Background: an optimization exercise with open tools, aiming at small area, a short achievable clock period and few clock cycles per item. Do not read the settings as production practice.
Only simulation tests tie the RTL to the original design; equivalence was not proved.
Power figures rest on the tool's default switching activity, not on a simulated workload.

$ cat run.sh
#!/bin/bash
# synth_recipe.tcl (not shown) runs the flow's synth.tcl, then flattens the netlist and writes it again
# the make line also repeats each setting of config.mk as NAME=value (left out here)
make -C /OpenROAD-flow-scripts/flow DESIGN_CONFIG=/design/flow/config.mk WORK_HOME=/design/flow/orfs CLKGATE_MAP_FILE= SYNTH_SCRIPT=/design/flow/synth_recipe.tcl finish
$ cat config.mk
export PLATFORM = sky130hd
export DESIGN_NAME = oqpsk_mod
export DESIGN_NICKNAME = oqpsk_mod
export VERILOG_FILES = /design/flow/design.v
export SDC_FILE = /design/flow/constraint.sdc
export NUM_CORES = 4
export LEC_CHECK = 0
export CAP_MARGIN = 20
export CORE_MARGIN = 2
export CORE_UTILIZATION = 40
export SLEW_MARGIN = 20
$ cat design.v
module amp_mul_s1 (
    input  wire [31:0] t,
    output wire [31:0] q         
);
    wire [23:0] m = {(t[30:23] != 8'd0), t[22:0]};
    assign q = {8'd0, m} + {6'd0, m, 2'd0} + {4'd0, m, 4'd0}
             + {3'd0, m, 5'd0} + {1'd0, m, 7'd0};
endmodule
module amp_mul_s2 (
    input  wire [7:0]  et,       
    input  wire [31:0] q,        
    output wire [30:0] y         
);
    wire [47:0] p = {q, 16'd0} + {13'd0, q, 3'd0} - {16'd0, q};
    wire        top   = p[47];
    wire        big   = (et[7:1] != 7'd0);           
    wire        shl   = !top && big;                 
    wire [22:0] mant  = shl ? p[45:23] : p[46:24];
    wire        guard = shl ? p[22]    : p[23];
    wire        stk   = (|p[21:0]) | (!shl && p[22]);
    wire [7:0]  e     = top ? et : (big ? et - 8'd1 : 8'd0);
    wire        rnd   = guard & (stk | mant[0]);
    assign y = {e, mant} + {30'd0, rnd};
endmodule
module oqpsk_mod (
    input  wire        clk,
    input  wire        rst,
    input  wire        cmd_valid,
    output wire        cmd_ready,
    input  wire [1:0]  cmd_op,
    input  wire [7:0]  cmd_arg,
    input  wire [31:0] cmd_data,
    output reg         out_valid,
    input  wire        out_ready,
    output reg  [31:0] out_i,
    output reg  [31:0] out_q
);
    localparam        NTAPS   = 24;
    localparam [1:0] OP_CONFIG = 2'd0;
    localparam [1:0] OP_TAP    = 2'd1;
    localparam [1:0] OP_BYTE   = 2'd2;
    reg        r_v;
    reg [1:0]  r_op;
    reg [7:0]  r_arg;
    reg [31:0] r_data;
    reg        rdy;
    assign cmd_ready = rdy;
    wire acc = cmd_valid && rdy;
    reg [3:0]  s_m1;         
    reg [3:0]  h;            
    reg [4:0]  rot_a;        
    reg [4:0]  rot_b;        
    reg [4:0]  zp_m1;        
    reg        busy;
    reg [7:0]  sym;          
    reg [1:0]  pair;
    reg [3:0]  k;            
    reg [3:0]  e_sm1;        
    reg [3:0]  e_h;          
    reg [4:0]  p_i;          
    reg [4:0]  p_q;          
    reg [31:0] ring [0:NTAPS-1];
    function [4:0] inc24(input [4:0] x);
        inc24 = (x == 5'd23) ? 5'd0 : x + 5'd1;
    endfunction
    function [4:0] dec24(input [4:0] x);
        dec24 = (x == 5'd0) ? 5'd23 : x - 5'd1;
    endfunction
    function [4:0] add24(input [4:0] x, input [3:0] y);
        reg [5:0] s;
        begin
            s = {1'b0, x} + {2'b00, y};
            add24 = (s >= 6'd24) ? s[4:0] - 5'd24 : s[4:0];
        end
    endfunction
    wire adv       = !out_valid || out_ready;
    wire last_k    = (k == e_sm1);
    wire last_pair = (pair == 2'd3);
    wire ends      = busy && last_k && last_pair;    
    wire r_byte  = (r_op == OP_BYTE);
    wire r_tap   = (r_op == OP_TAP);
    wire r_tapw  = r_tap && (r_arg < NTAPS);
    wire [4:0] e_top = {1'b0, e_sm1} + {1'b0, e_h};
    wire tap_safe = !busy || (last_pair && ({1'b0, k} > r_arg[4:0]))
                          || (r_arg[4:0] > e_top);
    wire tap_go   = tap_safe && (rot_a == r_arg[4:0]);
    wire start_c = r_v && r_byte && (!busy || last_k && last_pair);
    wire en_e    = !busy || adv;                     
    wire start   = start_c && en_e;
    wire r_cons  = r_byte ? start : (!r_tapw || tap_go);
    wire       r_cons_c = r_byte ? (r_v && !busy) : (!r_tapw || tap_go);
    wire       n_v    = acc || (r_v && !r_cons_c);
    wire [1:0] n_op   = acc ? cmd_op : r_op;
    wire [7:0] n_arg  = acc ? cmd_arg : r_arg;
    wire n_simple = (n_op == OP_CONFIG) || (n_op == 2'd3) ||
                    (n_op == OP_TAP && !(n_arg < NTAPS));
    wire no_start  = !(r_v && r_byte);
    wire idle_pred = !busy && no_start;
    wire safe_pred = no_start && (!busy || (last_pair && ({1'b0, k} > n_arg[4:0]))
                                        || (n_arg[4:0] > e_top));
    wire tap_pred  = (n_op == OP_TAP) && safe_pred && (rot_b == n_arg[4:0]);
    wire rdy_d = !n_v || n_simple || tap_pred || ((n_op == OP_BYTE) && idle_pred);
    wire [31:0] m_q;
    amp_mul_s1 u_s1 (.t(r_data), .q(m_q));
    reg        s1_v;
    reg        s1_sgn;
    reg [7:0]  s1_e;
    reg [31:0] s1_q;
    wire [30:0] m_y;
    amp_mul_s2 u_s2 (.et(s1_e), .q(s1_q), .y(m_y));
    integer p;
    always @(posedge clk) begin
        s1_sgn <= r_data[31];
        s1_e   <= r_data[30:23];
        s1_q   <= m_q;
        for (p = 0; p < NTAPS - 1; p = p + 1)
            ring[p] <= ring[p + 1];
        ring[NTAPS - 1] <= s1_v ? {s1_sgn, m_y} : ring[0];
    end
    wire ineg = sym[7] ^ sym[6];
    wire qneg = sym[7];
    wire [NTAPS-1:0] sel_i = {{(NTAPS-1){1'b0}}, 1'b1} << p_i;
    wire [NTAPS-1:0] sel_q = {{(NTAPS-1){1'b0}}, 1'b1} << p_q;
    reg  [31:0] pi, pq;
    always @* begin
        pi = 32'd0;
        pq = 32'd0;
        for (p = 0; p < NTAPS; p = p + 1) begin
            pi = pi | ({32{sel_i[p]}} & ring[p]);
            pq = pq | ({32{sel_q[p]}} & ring[p]);
        end
    end
    always @(posedge clk) begin
        if (rdy) begin
            r_op   <= cmd_op;
            r_arg  <= cmd_arg;
            r_data <= cmd_data;
        end
        if (r_v && r_op == OP_CONFIG) begin
            s_m1 <= r_arg[3:0];
            h    <= ({1'b0, r_arg[3:0]} + 5'd1) >> 1;
        end
        if (busy && adv) begin
            out_i <= {pi[31] ^ ineg, pi[30:0]};
            out_q <= {pq[31] ^ qneg, pq[30:0]};
        end
        if (en_e) begin
            if (start_c) begin
                e_sm1 <= s_m1;
                e_h   <= h;
                sym   <= r_arg;
                pair  <= 2'd0;
                k     <= 4'd0;
            end else if (busy) begin
                if (last_k) begin
                    k    <= 4'd0;
                    pair <= pair + 2'd1;
                    sym  <= {sym[5:0], 2'b00};
                end else begin
                    k    <= k + 4'd1;
                end
            end
        end
        if (en_e && start_c) begin
            p_i <= zp_m1;
            p_q <= add24(zp_m1, h);
        end else if (busy && adv && last_k) begin
            p_i <= zp_m1;
            p_q <= add24(zp_m1, e_h);
        end else if (!(busy && adv)) begin
            p_i <= dec24(p_i);
            p_q <= dec24(p_q);
        end
    end
    always @(posedge clk) begin
        if (rst) begin
            r_v       <= 1'b0;
            rdy       <= 1'b1;
            busy      <= 1'b0;
            out_valid <= 1'b0;
            s1_v      <= 1'b0;
            rot_a     <= 5'd1;
            rot_b     <= 5'd2;
            zp_m1     <= 5'd23;
        end else begin
            r_v   <= acc || (r_v && !r_cons);
            rdy   <= rdy_d;
            s1_v  <= r_v && r_tapw && tap_go;
            rot_a <= inc24(rot_a);
            rot_b <= inc24(rot_b);
            zp_m1 <= dec24(zp_m1);
            if (en_e)
                busy <= start_c || (busy && !(last_k && last_pair));
            out_valid <= busy || (out_valid && !out_ready);
        end
    end
endmodule
$ cat constraint.sdc
create_clock -name core_clock -period 22.0 [get_ports {clk}]
set_input_delay 4.4000 -clock core_clock [delete_from_list [all_inputs] [get_ports {clk}]]
set_output_delay 4.4000 -clock core_clock [all_outputs]
set_load 0.01 [all_outputs]
==> flow_summary.toml <==
[run_status]
status = "finished clean"

[layout]
nNetsFinal = 4041
fin_cells = 5211
drive_gt1_share_pct = 8.77
area_growth_pct = 15.3
diodes = 0

[routing]
viasPerCell = 6.19
final_antenna_net_count = 0
drt_iter0_drc = 4649
first_pass_iters = 10
drc_errors = 0
drt_wl_total_um = 137000
vias = 32257
wl_per_cell_um = 26.3

[grt]
grt_usage_pct = 25.7
grt.overflow.total = 0
top_usage_layer = "met2"
grt_util_met1_pct = 34.8
antenna_found_initial = 4
grtUsageMet3_pct = 7.11
grt_pass1_vias = 31092
grt_use_met2_pct = 37.6
grt_max_degree = 67
grt_pass1_wl_um = 201000

[yosys]
synth.top_cell.area_share_pct = 41.0
ys_warn_count = 2
ys_seq_area_share_pct = 51.8
synthArstFlopShare_pct = 0
yosysUniqueCellTypes = 96
synth_ff_type = "dfxtp_1"
synth_nets = 3974
netlist_instances = 3701
synth-edff-count = 146
syn_area_um2 = 40500
ys_ff_latch = 975
synth_area_per_cell_um2 = 10.9
yosysTopAreaCell = "dfxtp_1"
netlist_top_cells_area = "dfxtp_1 (41%), edfxtp_1 (11%), a221oi_1 (5.3%)"

[cts]
cts_root_buf = "clkbuf_16"
clk_pin_slew_ns = 0.06
numCtsBuffers = 99
cts_resized = 0
cts_setup_buffers = 0
cts_sinks = 975
insertion_delay_ns = 0.71
holdBufCountCts = 0
cts_buffer_depth = 3
htreeDepth = 3
cts_tree = "built"

[placement]
io_buffers = 111
post-place-ws_ns = 14.48
dp_hpwl_um = 82800
dpl.cell_count = 5024
place_congestion = 0.872

[worst_setup_path]
reg2reg_slack_ns = 15.15
start_kind = "register"
max_stage_delay_ns = 0.64
worstPathMaxFanout = 33
critPathSlowestCell = "nor4_4"
crit_path_cell_trace = "inv_1 > fa_1 > inv_1 > ha_1 > a21oi_1 > o21ai_0 > a211oi_1 > nor2_1 > o21ai_0 > nand3_4 > a31o_2 > nand2_1 > buf_4 > nand2_1 > a21oi_1 > ha_1 > inv_1 > nor3b_1 > nand4_2 > a2111o_1 > nor4_4 > nand4b_1 > or4_1 > a31oi_1"
r2r_start = "s1_q[19]"
worst-path-buf-inv = 4
reg2reg_to = "ring[23][30]"
crit_family = "simple AND/OR/NAND/NOR gates"
crit_type = "register to register"
critical_path_arrival_ns = 7.46
reg2regPathDepth = 24
endpoint_kind = "register"
crit_required_ns = 22.61
timing.critical_path.mode_cell = "inv_1"

[sta]
fin_hold_ws_ns = 0.329
finalCritPeriodShare_pct = 31.1
tns_ns = 0
finalHoldViolations = 0
rsz0062_at_grt = "no"
setup_violations = 0
fmax_mhz = 146
fin_crit_ns = 6.85
worstMarginPinSlew_ns = 1.09
finalClockSkew_ns = 0.0612
drv_slew = 0
setup_ws_ns = 15.15
relSlewSlack_pct = 26.6

[floorplanning]
io_pins = 112
initial_core_util_pct = 40.4
die_width_um = 322
fp.dieArea_um2 = 104000
core_um2 = 100000
rows = 116
dieHeight_um = 322

[min_path]
hold_start = "ring[5][4]"
holdPathStages = 0
min_to = "ring[4][4]"
hold_class = "register to register"

[job]
drv_cap = 0

[power_and_ir_drop]
p_leak_nw = 18.0
p_per_area_nw_per_um2 = 160
ir_worst_vdd_mv = 0.151
[cell usage in the layout (no fill, tap or decap), drive strengths merged, types with 25 or more instances in the layout]
| master | Yosys | final |
|---|---|---|
| nand4 | 91 | 91 |
| nand2b | 25 | 25 |
| a221oi | 247 | 247 |
| a21o | 67 | 67 |
| nor2 | 170 | 170 |
| o21a | 27 | 27 |
| clkbuf | 166 | 143 |
| nand3 | 98 | 98 |
| and4 | 34 | 34 |
| edfxtp | 146 | 146 |
| a222oi | 32 | 32 |
| a22oi | 213 | 213 |
| clkdlybuf4s50 | 0 | 111 |
| a22o | 246 | 246 |
| nor3 | 52 | 52 |
| fa | 64 | 64 |
| xor2 | 51 | 51 |
| clkinv | 1 | 32 |
| a21oi | 120 | 120 |
| nand2 | 144 | 144 |
| xnor2 | 81 | 81 |
| inv | 219 | 223 |
| and3 | 25 | 25 |
| ha | 163 | 163 |
| o21ai | 73 | 73 |
| dfxtp | 829 | 829 |
| buf | 33 | 54 |
[metrics by stage]
| stage | area, µm² | total power [W] | util (%) |
|---|---|---|---|
| 3_5_place_dp | 43300 | 0.00569 | 43.1 |
| 5_1_grt | 46700 | 0.00792 | 46.6 |
| 6_report | 46700 | 0.00748 | 46.6 |
| 3_3_place_gp | 43300 | 0.00567 | 43.1 |
| 4_1_cts | 46700 | 0.00744 | 46.6 |
| 2_1_floorplan | 40500 | 0.00454 | - |
[layer usage]
layer | vias to the layer above | wire [µm] | share of wire, %
met2 | 2103 | 57000 | 42
met5 | - | 38 | 0.028
met3 | 461 | 15800 | 12
met1 | 15418 | 56800 | 41
li1 | 14269 | - | -
met4 | 6 | 7360 | 5.4
[layout make-up]
| cell class | count | area, µm² |
|---|---|---|
| fillers | 9231 | 53600 |
| flip-flops and latches | 975 | 21000 |
| multi-input cells | 2307 | 18200 |
| clock buffers | 143 | 2940 |
| well taps | 1357 | 1700 |
| repair buffers | 165 | 1520 |
| inverters | 220 | 826 |
| clock inverters | 44 | 515 |
[synthesized netlist by cell type, types with 89 or more instances]
| cell | n |
|---|---|
| inv_1 | 219 |
| a21oi_1 | 118 |
| ha_1 | 163 |
| nor2_1 | 169 |
| nand4_1 | 89 |
| a22oi_1 | 213 |
| dfxtp_1 | 829 |
| clkbuf_1 | 165 |
| a22o_1 | 246 |
| nand3_1 | 97 |
| edfxtp_1 | 146 |
| a221oi_1 | 247 |
| nand2_1 | 144 |
[power by group]
part	switching, W	internal (W)
Sequential	0.0000715	0.00188
Clock	0.000734	0.00102
Combinational	0.00250	0.00127
Total	0.00331	0.00417
[flip-flops by register name, indices dropped and copies added, names as in the netlist, 8 cells and up]
signal,flops
ring,768
out_i,32
out_q,32
r_data,32
s1_q,32
r_arg,8
s1_e,8
sym,8
[cell families after synthesis]
kind of cell             synth area share, %
AND/OR/NAND/NOR                         9.50
AO/OA/AOI/OAI                           22.7
adder cells (fa/ha/maj)                 8.19
XOR/XNOR                                2.87
flip-flops                              51.8
multiplexers                            1.00
buffers and inverters                   3.95
[worst max-delay path by stage]
stage	start	endpoint	slack, ns	cells after the start
3_5_place_dp	out_ready	p_i[4]	14.48	9
3_3_place_gp	out_ready	p_i[4]	14.56	9
2_1_floorplan	out_ready	p_i[4]	13.18	8
5_1_grt	s1_q[19]	ring[23][30]	14.54	24
4_1_cts	rdy	cmd_ready	15.15	1
6_report	s1_q[19]	ring[23][30]	15.15	24
Testbench counts, summed over its fixed seeds: cycles 89,141, items 86,016.

[afterwards: timing with drivers on the ports]
How much do the figures lean on ideal ports? The routed layout below was timed once more, with nothing changed but the port constraints. Step 1, drivers: a clkbuf_16 drives clk and a buf_2 each remaining input, both assumed. Step 2 adds t to the input delays and takes it off the output delays; t is the mean of the earliest and latest rising clock arrival at the registers after step 1. Input paths then give back, and output paths get back, about the clock's delay inside the block. Three values: ideal ports, drivers, drivers and shift; two values: the first two.
shift t [ns]: 0.743
slack for setup (ns): 15.148 / 15.148 / 14.498
worst setup path after step 2: input to register
latest minus earliest clock arrival (ns): 0.064 / 0.064
After both steps this run still meets setup and hold. The setup slack of this run moves by 0.000 ns with the drivers and by -0.650 ns with both steps.
